Context: an optimization exercise on an open-source flow, tuned for small area. The choices shown serve that exercise and are no tape-out recipe.
The RTL was checked by simulation tests, not by an equivalence proof against the original design.

## job 3895
// udma_uart
module udma_uart (
  input  wire        clk,
  input  wire        rst,
  input  wire        cg,
  input  wire        rx_in,
  output wire        tx_out,
  output reg         evt_rx,
  output reg         evt_tx,
  input  wire        reg_valid,
  input  wire        reg_write,
  input  wire [1:0]  reg_sz,
  input  wire [6:0]  reg_off,
  input  wire [31:0] reg_wdata,
  output reg  [31:0] reg_rdata,
  output reg         reg_err,
  output reg         tx_req_valid,
  output wire [31:0] tx_req_addr,
  output wire [2:0]  tx_req_n,
  input  wire        tx_rsp_valid,
  input  wire [31:0] tx_rsp_data,
  output reg         rx_req_valid,
  output wire [31:0] rx_req_addr,
  output wire [2:0]  rx_req_n,
  output wire [31:0] rx_req_data,
  input  wire        rx_rsp_valid
);
  localparam POOL = 4;
  localparam TX_IDLE   = 3'd0;
  localparam TX_START  = 3'd1;
  localparam TX_DATA   = 3'd2;
  localparam TX_PARITY = 3'd3;
  localparam TX_STOP   = 3'd4;
  localparam RX_WAIT_START = 2'd0;
  localparam RX_DATA       = 2'd1;
  localparam RX_PARITY     = 2'd2;
  localparam RX_WAIT_STOP  = 2'd3;
  ...
Size in the first run: about 680 flip-flops, about 34000 um^2 of cells after synthesis.
==> flow/config.mk <==
export PLATFORM = sky130hd
export DESIGN_NAME = udma_uart
export DESIGN_NICKNAME = udma_uart
export VERILOG_FILES = /design/flow/design.v
export SDC_FILE = /design/flow/constraint.sdc
export NUM_CORES = 4
export LEC_CHECK = 0
export CAP_MARGIN = 20
export CORE_MARGIN = 2
export CORE_UTILIZATION = 55
export SLEW_MARGIN = 20
==> flow/constraint.sdc <==
create_clock -name core_clock -period 12.0 [get_ports {clk}]
set_input_delay 2.4000 -clock core_clock [delete_from_list [all_inputs] [get_ports {clk}]]
set_output_delay 2.4000 -clock core_clock [all_outputs]
set_load 0.01 [all_outputs]
standard.sh (not shown) runs the stock make flow with config.mk's settings and CLKGATE_MAP_FILE= SYNTH_SCRIPT=/design/flow/synth_recipe.tcl, a recipe that flattens the netlist after the stock synthesis.
==> flow/flow/run.sh <==
#!/bin/bash
# The standard layout (standard.sh: standard synthesis, floorplan,
# placement, CTS, routing), with two changes:
#  - the port buffers are buf_1 cells instead of the flow's default cell;
#  - CTS builds the tree from clkbuf_8 cells under a clkbuf_16 root,
#    clustering up to 16 flip-flops within 60 um per leaf buffer, and adds
#    no dummy loads.
# make's full output goes to standard.log here; ORFS keeps each step's log
# under orfs/logs/.
set -euo pipefail
export BUFFER_PORTS_ARGS="-buffer_cell sky130_fd_sc_hd__buf_1"
export CTS_ARGS="-sink_clustering_enable -repair_clock_nets -dont_use_dummy_load -sink_clustering_size 16 -sink_clustering_max_diameter 60 -buf_list sky130_fd_sc_hd__clkbuf_8 -root_buf sky130_fd_sc_hd__clkbuf_16"
bash standard.sh > standard.log 2>&1
Job 3895: done, clean on timing, DRC and antenna
diff inputs: job 3895 => job 7057
-- flow/design.v --
<<< job 3895, line 96
  reg [3:0][7:0] rx_stage, tx_stage;
  reg [2:0]      rx_scnt,  tx_scnt;
  reg        rx_out_v,  tx_out_v;
  reg [2:0]  rx_out_n,  tx_out_n;
>>> job 7057, line 96
  reg [3:0][7:0] rx_stage, tx_stage;
  reg [2:0]      rx_scnt,  tx_scnt;
  reg [1:0]      rx_rd;               
  reg        rx_out_v,  tx_out_v;
  reg [2:0]  rx_out_n,  tx_out_n;
<<< job 3895, line 118
  assign rx_req_addr = rx_daddr;
  assign rx_req_n    = rx_out_n;
  assign rx_req_data = rx_stage;
  reg [31:0] n_rx_saddr, n_tx_saddr;
  reg        n_rx_cont,  n_tx_cont;
>>> job 7057, line 119
  assign rx_req_addr = rx_daddr;
  assign rx_req_n    = rx_out_n;
  wire [1:0] rx_rd1 = rx_rd + 2'd1;
  wire [1:0] rx_rd2 = rx_rd + 2'd2;
  wire [1:0] rx_rd3 = rx_rd + 2'd3;
  assign rx_req_data = {rx_stage[rx_rd3], rx_stage[rx_rd2],
                        rx_stage[rx_rd1], rx_stage[rx_rd]};
  reg [31:0] n_rx_saddr, n_tx_saddr;
  reg        n_rx_cont,  n_tx_cont;
<<< job 3895, line 134
  reg [3:0][7:0] n_rx_stage, n_tx_stage;
  reg [2:0]      n_rx_scnt,  n_tx_scnt;
  reg        n_rx_out_v,  n_tx_out_v;
  reg [2:0]  n_rx_out_n,  n_tx_out_n;
>>> job 7057, line 139
  reg [3:0][7:0] n_rx_stage, n_tx_stage;
  reg [2:0]      n_rx_scnt,  n_tx_scnt;
  reg [1:0]      n_rx_rd;
  reg        n_rx_out_v,  n_tx_out_v;
  reg [2:0]  n_rx_out_n,  n_tx_out_n;
<<< job 3895, line 159
  reg        rx_last;
  reg [1:0]  tx_idx;
  reg [16:0] tx_cnt_dec, rx_cnt_dec;
  reg        tx_ld, tx_dc, rx_ld1, rx_ld, rx_dc;
>>> job 7057, line 165
  reg        rx_last;
  reg [1:0]  tx_idx;
  reg [1:0]  rx_wr;
  reg [16:0] tx_cnt_dec, rx_cnt_dec;
  reg        tx_ld, tx_dc, rx_ld1, rx_ld, rx_dc;
<<< job 3895, line 176
    n_rx_cds    = rx_cds;    n_tx_cds    = tx_cds;
    n_rx_ccont  = rx_ccont;  n_tx_ccont  = tx_ccont;
    n_rx_stage = rx_req_valid ? (rx_stage >> {rx_out_n, 3'b000}) : rx_stage;
    n_tx_stage = tx_stage;
    n_rx_scnt  = rx_scnt;    n_tx_scnt  = tx_scnt;
>>> job 7057, line 183
    n_rx_cds    = rx_cds;    n_tx_cds    = tx_cds;
    n_rx_ccont  = rx_ccont;  n_tx_ccont  = tx_ccont;
    n_rx_stage = rx_stage;
    n_rx_rd    = rx_req_valid ? rx_rd + rx_out_n[1:0] : rx_rd;
    n_tx_stage = tx_stage;
    n_rx_scnt  = rx_scnt;    n_tx_scnt  = tx_scnt;
<<< job 3895, line 202
    rx_last   = 1'b0;
    tx_idx    = 2'd0;
    tx_cnt_dec = dec17({1'b0, tx_cnt});
    tx_ld = 1'b0;  tx_dc = 1'b0;
>>> job 7057, line 210
    rx_last   = 1'b0;
    tx_idx    = 2'd0;
    rx_wr     = 2'd0;
    tx_cnt_dec = dec17({1'b0, tx_cnt});
    tx_ld = 1'b0;  tx_dc = 1'b0;
<<< job 3895, line 424
        endcase
      end
      case (n_rx_state)
        RX_WAIT_START: begin
>>> job 7057, line 433
        endcase
      end
      rx_wr = n_rx_rd + n_rx_scnt[1:0];    
      case (n_rx_state)
        RX_WAIT_START: begin
<<< job 3895, line 444
            end else begin
              if (n_rx_dcnt != 3'd0 && n_rx_scnt != 3'd4) begin
                n_rx_stage[n_rx_scnt[1:0]] = n_rx_shift;
                n_rx_scnt = n_rx_scnt + 3'd1;
              end
>>> job 7057, line 454
            end else begin
              if (n_rx_dcnt != 3'd0 && n_rx_scnt != 3'd4) begin
                n_rx_stage[rx_wr] = n_rx_shift;
                n_rx_scnt = n_rx_scnt + 3'd1;
              end
<<< job 3895, line 458
            if (n_parity_mode == 2'd0 || rx_in == pb) begin
              if (n_rx_dcnt != 3'd0 && n_rx_scnt != 3'd4) begin
                n_rx_stage[n_rx_scnt[1:0]] = n_rx_shift;
                n_rx_scnt = n_rx_scnt + 3'd1;
              end
>>> job 7057, line 468
            if (n_parity_mode == 2'd0 || rx_in == pb) begin
              if (n_rx_dcnt != 3'd0 && n_rx_scnt != 3'd4) begin
                n_rx_stage[rx_wr] = n_rx_shift;
                n_rx_scnt = n_rx_scnt + 3'd1;
              end
<<< job 3895, line 503
  always @(posedge clk) begin
    if (rst) begin
      rx_saddr <= 32'd0;  tx_saddr <= 32'd0;
      rx_cont  <= 1'b0;   tx_cont  <= 1'b0;
>>> job 7057, line 513
  always @(posedge clk) begin
    if (rst) begin
      rx_rd    <= 2'd0;
      rx_saddr <= 32'd0;  tx_saddr <= 32'd0;
      rx_cont  <= 1'b0;   tx_cont  <= 1'b0;
<<< job 3895, line 523
      rx_req_valid <= 1'b0;
    end else begin
      rx_saddr <= n_rx_saddr;  tx_saddr <= n_tx_saddr;
      rx_cont  <= n_rx_cont;   tx_cont  <= n_tx_cont;
>>> job 7057, line 534
      rx_req_valid <= 1'b0;
    end else begin
      rx_rd    <= n_rx_rd;
      rx_saddr <= n_rx_saddr;  tx_saddr <= n_tx_saddr;
      rx_cont  <= n_rx_cont;   tx_cont  <= n_tx_cont;
[summary]
Job 7057 closes out successfully: all stages finished, all timing, DRC and antenna checks passed.
The sequential cell count on job 3895 is in line with that on job 7057.
Going from job 3895 to job 7057, the wire length was found to have gone down by 6.0%.
In the reports for job 7057 and job 3895, the smaller detailed-routed wire length on met2 belongs to job 7057.
Job 7057 has more setup slack than job 3895.
Job 7057 and job 3895 ended up with nearly the same clock net sink count.
Data arrival time of the critical path, job 7057 and job 3895, higher one = job 3895.
Between job 3895 and job 7057, the flow reports number of buffers inserted during clock tree synthesis decreasing slightly.
Job 7057 vs. job 3895: count of clock buffers in the final design shrank by 1; initial detailed-routing violation count decreased about 30%; worst setup slack after placement higher.
Fraction of the yosys area taken by sequential cells is higher on job 7057

re-timing with driven ports:
In the flow no input, the clock included, has a driving cell. The finished layouts below were timed again as built, in two steps.
Step 1: set_driving_cell puts a clkbuf_16 on clk and a buf_2 on each other input, an assumption about the parent block.
Step 2 also shifts input and output timing later by t, the mid clock arrival at the registers, as if the neighbouring blocks saw the same clock.
a / b / c = no drivers / after step 1 / after step 2; a / b = the first two.
run | t (ns) | setup WS [ns] | latest minus earliest clock arrival (ns) | worst register clock-pin slew, ns
job 3895 | 0.653 | 1.846 / 1.896 / 1.243 | 0.059 / 0.059 | 0.11 / 0.11
job 7057 | 0.647 | 1.929 / 1.972 / 1.324 | 0.063 / 0.063 | 0.11 / 0.11
After both steps setup and hold are still met in every run listed. The setup slack of job 7057, which loses most, moves by +0.043 ns with the drivers and by -0.605 ns with both steps.
